From an optimization exercise on the open Yosys and OpenROAD flow, aimed at small area, a short achievable clock period and few clock cycles; shortcuts taken in it are not production practice. At most, simulation tests tie the RTL to the original design; equivalence was not proved. Power figures rest on the tool's default switching activity, not on a simulated workload.

Design pluto_rx, start of the top module:
module pluto_rx (
    input  wire        clk,
    input  wire        rst,
    input  wire        cmd_valid,
    output wire        cmd_ready,
    input  wire [7:0]  cmd,
    input  wire        in_valid,
    output wire        in_ready,
    input  wire [7:0]  in_data,
    input  wire [3:0]  in_nbits,
    input  wire        in_last,
    output reg         out_valid,
    output reg  [7:0]  out_byte,
    output reg         rsp_valid,
    output wire [3:0]  rsp_status,
    output reg  [2:0]  rsp_sub,
    output reg  [31:0] rsp_value
);
Settings: LEC_CHECK=0, ABC_AREA=1, CAP_MARGIN=20, CORE_MARGIN=2, CORE_UTILIZATION=55, CTS_CLUSTER_DIAMETER=90, CTS_CLUSTER_SIZE=24, SLEW_MARGIN=20; clock period 10.0 ns.
standard.sh (not shown) runs the stock make flow with config.mk's settings and CLKGATE_MAP_FILE= SYNTH_SCRIPT=/design/flow/synth_recipe.tcl, a recipe that flattens the netlist after the stock synthesis.
==> flow/flow/run.sh <==
#!/bin/bash
# The standard layout (standard.sh), with timing repair aimed at a 3.2 ns
# clock (setup margin 6.8 ns at the 10 ns constraint), plain buf_2 cells as
# the port buffers, and no separate adder-cell mapping in synthesis (ABC maps
# the adders with the rest of the logic). Full tool output is in standard.log.
set -e
bash standard.sh SETUP_SLACK_MARGIN=6.8 ADDER_MAP_FILE= \
    BUFFER_PORTS_ARGS="-buffer_cell sky130_fd_sc_hd__buf_2" finish > standard.log 2>&1
Then changed:
--- a/flow/design.v
+++ b/flow/design.v
@@ -281,80 +281,72 @@
                 cv = cv | U5n[3*li +: 3];
             end
         end
         C5n = (U5n == 24'hFFFFFF) ? {3'd0, 3'd7} : {ci, cv};
         s6  = t1_s[3*C6[5:3] +: 3];
         pi  = C6[5:3];
         pd  = sadd(s6, C6[2:0]);
         if (!t1_lv[pi]) pd = 3'd7;
     end
     reg        t2_cmd, t2_end, t2_bv;
     reg [1:0]  t2_op, t2_sub;
-    reg [2:0]  t2_pd;
-    reg [14:0] t2_po;
-    reg        t2_stp;
+    reg [2:0]  bestd;               
+    reg [14:0] bestoff;             
+    reg        stop;
     always @(posedge clk) begin
         if (rst) begin
             t2_cmd    <= 1'b0;
             t2_end    <= 1'b0;
             t2_bv     <= 1'b0;
             out_valid <= 1'b0;
         end else begin
             t2_cmd    <= t1_cmd;
             t2_end    <= t1_end;
             t2_bv     <= t1_beat & (t1_bv | emit);
             out_valid <= t1_beat & emit;
         end
         t2_op    <= t1_op;
         t2_sub   <= t1_sub;
         out_byte <= t1_dec ? B[15:8] : t1_x;
-        t2_pd    <= pd;
-        t2_po    <= {bc, pi};
-        t2_stp   <= (pd <= 3'd2);
+        if (t2_cmd) begin
+            bestd <= 3'd7;
+            stop  <= 1'b0;
+        end else if (!stop) begin
+            if (pd < bestd) begin
+                bestd   <= pd;
+                bestoff <= {bc, pi};
+            end
+            if (pd <= 3'd2) stop <= 1'b1;
+        end
         if (t1_cmd) begin
             cur  <= 7'd0;
             accn <= 3'd0;
         end else if (t1_beat) begin
             U1 <= t1_s; U2 <= U1; U3 <= U3n; U4 <= U3; C5 <= C5n; C6 <= C5;
             if (t1_dec) begin
                 cur  <= emit ? B[7:1] : B[15:9];
                 accn <= accn + k;
             end
         end
     end
     reg [31:0] crc;
-    reg [2:0]  bestd;               
-    reg [14:0] bestoff;             
-    reg        stop;
     reg        t3_end;
     reg [1:0]  t3_op, t3_sub;
     wire [31:0] crc_n = crc_byte(crc, out_byte);
     always @(posedge clk) begin
         if (rst) t3_end <= 1'b0;
         else     t3_end <= t2_end;
         t3_op  <= t2_op;
         t3_sub <= t2_sub;
-        if (t2_cmd) begin
-            crc   <= 32'hFFFF_FFFF;
-            bestd <= 3'd7;
-            stop  <= 1'b0;
-        end else begin
-            if (t2_bv) crc <= crc_n;
-            if (!stop) begin
-                if (t2_pd < bestd) begin
-                    bestd   <= t2_pd;
-                    bestoff <= t2_po;
-                end
-                if (t2_stp) stop <= 1'b1;
-            end
-        end
+        if (t2_cmd)     crc <= 32'hFFFF_FFFF;
+        else if (t2_bv) crc <= crc_n;
     end
     reg [1:0] st;
     assign rsp_status = {2'b00, st};
     wire [14:0] off = bestoff - 15'd135;
     wire [31:0] crcrx = t1_beat ? W[39:8] : W[31:0];
     always @(posedge clk) begin
         if (rst) rsp_valid <= 1'b0;
         else     rsp_valid <= t3_end;
         case (t3_op)
         OP_CRC: begin
             st <= ST_OK; rsp_sub <= 3'd0; rsp_value <= ~crc;
=> Via count climbs by 0.63%. Final area drops by 1.1%. Global-route usage climbs by 0.66 points. Maximum frequency drops by about 0.5%. Area after synthesis drops by about 2.1%.
No run of this note included a check of the RTL's function; only the layout flow was run.

Setup of yarrow:
Another version of the RTL of pluto_rx (not shown whole).
Size in the first run: about 2900 cells after synthesis, ~0.024 mm^2 of cells after synthesis.
// pluto_rx
module pluto_rx (
    input  wire        clk,
    input  wire        rst,
    input  wire        cmd_valid,
    output wire        cmd_ready,
    input  wire [7:0]  cmd,
    input  wire        in_valid,
    output wire        in_ready,
    input  wire [7:0]  in_data,
    input  wire [3:0]  in_nbits,
    input  wire        in_last,
    output reg         out_valid,
    output reg  [7:0]  out_byte,
    output reg         rsp_valid,
    output wire [3:0]  rsp_status,
    output reg  [2:0]  rsp_sub,
    output reg  [31:0] rsp_value
);
Settings: LEC_CHECK=0, ABC_AREA=1, CAP_MARGIN=20, CORE_MARGIN=2, CORE_UTILIZATION=55, SLEW_MARGIN=20; clock period 10.0 ns.
Scripts as last shown in full above: flow/flow/run.sh
Testbench counts of yarrow, summed over its fixed seeds: cycles 38,315.
Edits applied to the flow inputs when going from yarrow to ember:
--- a/flow/design.v
+++ b/flow/design.v
@@ -240,58 +240,61 @@
                 if (rm[0]) begin
                     ph <= gend ? 2'd0 : ph + 2'd1;
                     if (gend) Q <= Q_d;
                 end
                 gp <= (rate[1] == rate[0]) ? 2'd0 :
                       (gp == 2'd0 ? 2'd2 : (gp == 2'd2 ? 2'd1 : 2'd0));
                 cy <= {x6, x7};
             end
         end
     end
     reg  [7:1]  cur;                
     reg  [2:0]  accn;               
-    reg  [23:0] U1, U2, U3, U4, U5, U6;
+    reg  [23:0] U1, U2, U3, U4;
+    reg  [5:0]  C5, C6;
     wire [5:0]  vj2  = t1_dec ? t1_vj : 6'd0;
     wire [2:0]  k    = {vj2[2], (vj2[4] & ~vj2[2]) | vj2[0],
                         (vj2[5] & ~vj2[4]) | (vj2[3] & ~vj2[2]) | (vj2[1] & ~vj2[0])};
     wire [5:0]  ddm  = t1_x[7:2] & vj2;
     wire [15:0] B    = {cur, 9'd0} | ({ddm, 10'd0} >> accn);
     reg         emit;
     always @* begin
         case (accn)
         3'd2: emit = vj2[0];
         3'd3: emit = vj2[1];
         3'd4: emit = vj2[2];
         3'd5: emit = vj2[3];
         3'd6: emit = vj2[4];
         3'd7: emit = vj2[5];
         default: emit = 1'b0;
         endcase
     end
-    reg [23:0] U3n, U5n, Dn;
-    reg [7:0]  cand;
-    reg [2:0]  pd, pi;
+    reg [23:0] U3n, U5n;
+    reg [5:0]  C5n;
+    reg [2:0]  ci, cv, s6, pd, pi;
     always @* begin
-        pd = 3'd0; pi = 3'd0;
+        ci = 3'd0; cv = 3'd0;
         for (li = 0; li < 8; li = li + 1) begin
             U3n[3*li +: 3] = sadd(U2[3*li +: 3], t1_s[3*li +: 3]);
             U5n[3*li +: 3] = sadd(U4[3*li +: 3], t1_s[3*li +: 3]);
-            Dn[3*li +: 3]  = sadd(U6[3*li +: 3], t1_s[3*li +: 3]);
-            cand[li] = t1_lv[li] && (Dn[3*li +: 3] != 3'd7);
-            if (cand[li]) begin
-                pd = pd | Dn[3*li +: 3];
-                pi = pi | li[2:0];
+            if (U5n[3*li +: 3] != 3'd7) begin
+                ci = ci | li[2:0];
+                cv = cv | U5n[3*li +: 3];
             end
         end
-        if (cand == 8'd0) pd = 3'd7;
+        C5n = (U5n == 24'hFFFFFF) ? {3'd0, 3'd7} : {ci, cv};
+        s6  = t1_s[3*C6[5:3] +: 3];
+        pi  = C6[5:3];
+        pd  = sadd(s6, C6[2:0]);
+        if (!t1_lv[pi]) pd = 3'd7;
     end
     reg        t2_cmd, t2_end, t2_bv;
     reg [1:0]  t2_op, t2_sub;
     reg [2:0]  t2_pd;
     reg [14:0] t2_po;
     reg        t2_stp;
     always @(posedge clk) begin
         if (rst) begin
             t2_cmd    <= 1'b0;
             t2_end    <= 1'b0;
             t2_bv     <= 1'b0;
             out_valid <= 1'b0;
@@ -302,25 +305,25 @@
             out_valid <= t1_beat & emit;
         end
         t2_op    <= t1_op;
         t2_sub   <= t1_sub;
         out_byte <= t1_dec ? B[15:8] : t1_x;
         t2_pd    <= pd;
         t2_po    <= {bc, pi};
         t2_stp   <= (pd <= 3'd2);
         if (t1_cmd) begin
             cur  <= 7'd0;
             accn <= 3'd0;
         end else if (t1_beat) begin
-            U1 <= t1_s; U2 <= U1; U3 <= U3n; U4 <= U3; U5 <= U5n; U6 <= U5;
+            U1 <= t1_s; U2 <= U1; U3 <= U3n; U4 <= U3; C5 <= C5n; C6 <= C5;
             if (t1_dec) begin
                 cur  <= emit ? B[7:1] : B[15:9];
                 accn <= accn + k;
             end
         end
     end
     reg [31:0] crc;
     reg [2:0]  bestd;               
     reg [14:0] bestoff;             
     reg        stop;
     reg        t3_end;
     reg [1:0]  t3_op, t3_sub;
- On ember: count of clock-buffer cells in the layout is about 10% higher than what yarrow gave.
- rsp_value[5]$_DFF_P_ as the timing startpoint of the critical path was reported by yarrow, and out_byte[4]$_DFF_P_ by ember.
- Higher proportion of total power due to net switching goes to yarrow over ember.
- | pre-CTS worst setup slack | ember vs yarrow | better |
- Per the comparison of ember with yarrow, post-synthesis xor/xnor area fraction saw a decrease; global routing usage summed across all routing layers saw an increase; combinational power saw an increase.
No functional check of the RTL was part of ember.

pluto_rx, a different RTL version from the one above (not shown whole).
Size: ~2600 cells after synthesis, about 76 I/O pins, about 22000 um^2 of cells after synthesis.
==> module pluto_rx_step, before the edit <==
module pluto_rx_step (
    input  wire [15:0] blk,
    output wire [2:0]  mis
);
    localparam [15:0] P16 = 16'hB4E5;
    wire [15:0] e = blk ^ P16;
    function [1:0] fa(input a, input b, input c);    
        fa = {(a & b) | (a & c) | (b & c), a ^ b ^ c};
    endfunction
    wire [1:0] f0 = fa(e[0],  e[1],  e[2]);
    wire [1:0] f1 = fa(e[3],  e[4],  e[5]);
    wire [1:0] f2 = fa(e[6],  e[7],  e[8]);
    wire [1:0] f3 = fa(e[9],  e[10], e[11]);
    wire [1:0] f4 = fa(e[12], e[13], e[14]);
    wire [1:0] g0 = fa(f0[0], f1[0], f2[0]);
    wire [1:0] g1 = fa(f3[0], f4[0], e[15]);
    wire [1:0] h0 = fa(g0[0], g1[0], 1'b0);
    wire [1:0] k0 = fa(f0[1], f1[1], f2[1]);
    wire [1:0] k1 = fa(f3[1], f4[1], g0[1]);
    wire [1:0] k2 = fa(g1[1], h0[1], 1'b0);
    wire [1:0] m0 = fa(k0[0], k1[0], k2[0]);
    wire [1:0] n0 = fa(k0[1], k1[1], k2[1]);
    wire [1:0] p0 = fa(n0[0], m0[1], 1'b0);
    assign mis = (n0[1] | p0[1]) ? 3'd7 : {p0[0], m0[0], h0[0]};
endmodule
clock: 10.0 ns
lec_check: 0
abc_area: 1
cap_margin: 20
core_margin: 2
core_utilization: 65
cts_cluster_diameter: 90
cts_cluster_size: 24
slew_margin: 20
==> flow/flow/run.sh <==
#!/bin/bash
# The standard layout (standard.sh), with timing repair aimed at a 3.1 ns
# clock (setup margin 6.9 ns at the 10 ns constraint), plain buf_2 cells as
# the port buffers, and no separate adder-cell mapping in synthesis (ABC maps
# the adders with the rest of the logic). Full tool output is in standard.log.
set -e
bash standard.sh SETUP_SLACK_MARGIN=6.9 ADDER_MAP_FILE= \
    BUFFER_PORTS_ARGS="-buffer_cell sky130_fd_sc_hd__buf_2" finish > standard.log 2>&1
The starting point produced a clean layout.
Testbench counts at the start, summed over its fixed seeds: cycles 38,315.
Rerun with:
--- a/flow/design.v
+++ b/flow/design.v
@@ -1,30 +1,20 @@
 module pluto_rx_step (
     input  wire [15:0] blk,
     output wire [2:0]  mis
 );
     localparam [15:0] P16 = 16'hB4E5;
     wire [15:0] e = blk ^ P16;
-    function [1:0] fa(input a, input b, input c);    
-        fa = {(a & b) | (a & c) | (b & c), a ^ b ^ c};
-    endfunction
-    wire [1:0] f0 = fa(e[0],  e[1],  e[2]);
-    wire [1:0] f1 = fa(e[3],  e[4],  e[5]);
-    wire [1:0] f2 = fa(e[6],  e[7],  e[8]);
-    wire [1:0] f3 = fa(e[9],  e[10], e[11]);
-    wire [1:0] f4 = fa(e[12], e[13], e[14]);
-    wire [1:0] g0 = fa(f0[0], f1[0], f2[0]);
-    wire [1:0] g1 = fa(f3[0], f4[0], e[15]);
-    wire [1:0] h0 = fa(g0[0], g1[0], 1'b0);
-    wire [1:0] k0 = fa(f0[1], f1[1], f2[1]);
-    wire [1:0] k1 = fa(f3[1], f4[1], g0[1]);
-    wire [1:0] k2 = fa(g1[1], h0[1], 1'b0);
-    wire [1:0] m0 = fa(k0[0], k1[0], k2[0]);
-    wire [1:0] n0 = fa(k0[1], k1[1], k2[1]);
-    wire [1:0] p0 = fa(n0[0], m0[1], 1'b0);
-    assign mis = (n0[1] | p0[1]) ? 3'd7 : {p0[0], m0[0], h0[0]};
+    integer k;
+    reg [4:0] s;
+    always @* begin
+        s = 5'd0;
+        for (k = 0; k < 16; k = k + 1)
+            s = s + {4'd0, e[k]};
+    end
+    assign mis = (s > 5'd7) ? 3'd7 : s[2:0];
 endmodule
 module pluto_rx (
     input  wire        clk,
     input  wire        rst,
     input  wire        cmd_valid,
     output wire        cmd_ready,
- The changed run went through all stages and came out clean
- maximum frequency barely changes
- area after synthesis climbs by 3.6%
- global-route usage climbs by 1.2 points
- wire length climbs by 7.8%
- combinational power climbs by 15%
- cell count climbs by 6.4%
- power climbs by 0.60%
- die area climbs by 3.5%
- core utilization drops by 0.27 points
- count of clock-buffer cells in the layout drops by 2
- synthesized cell count climbs by 6.0%
Testbench counts after the change, summed over its fixed seeds: cycles 38,315.

what the ideal ports hide:
The results above use ideal ports. As a check the final layouts listed here were re-extracted and re-timed, cells and wires unchanged. Step 1 sets driving cells, clkbuf_16 on the clock port and buf_2 on the other inputs (assumed; they add their load-dependent delay and slew). Step 2 adds t to the input delays and takes it off the output delays; t is the mean of the earliest and latest rising clock arrival at the registers after step 1. Input paths then give back, and output paths get back, about the clock's delay inside the block. Three values: ideal ports, drivers, drivers and shift; two values: the first two.
run	t, ns	slack for setup (ns)	worst slew at a driven data input, ns
the first run of note 1	0.633	6.842 / 6.782 / 6.653	0.05
the second run of note 1	0.629	6.825 / 6.767 / 6.724	0.03
yarrow	0.661	6.822 / 6.766 / 6.860	0.06
ember	0.647	6.835 / 6.776 / 6.597	0.06
the first run of note 3	0.611	6.925 / 6.871 / 6.907	0.04
the second run of note 3	0.608	6.928 / 6.873 / 6.731	0.06
After both steps setup and hold are still met in every run listed. For ember, which loses most, drivers alone change the setup slack by -0.059 ns; drivers and shift together by -0.238 ns.
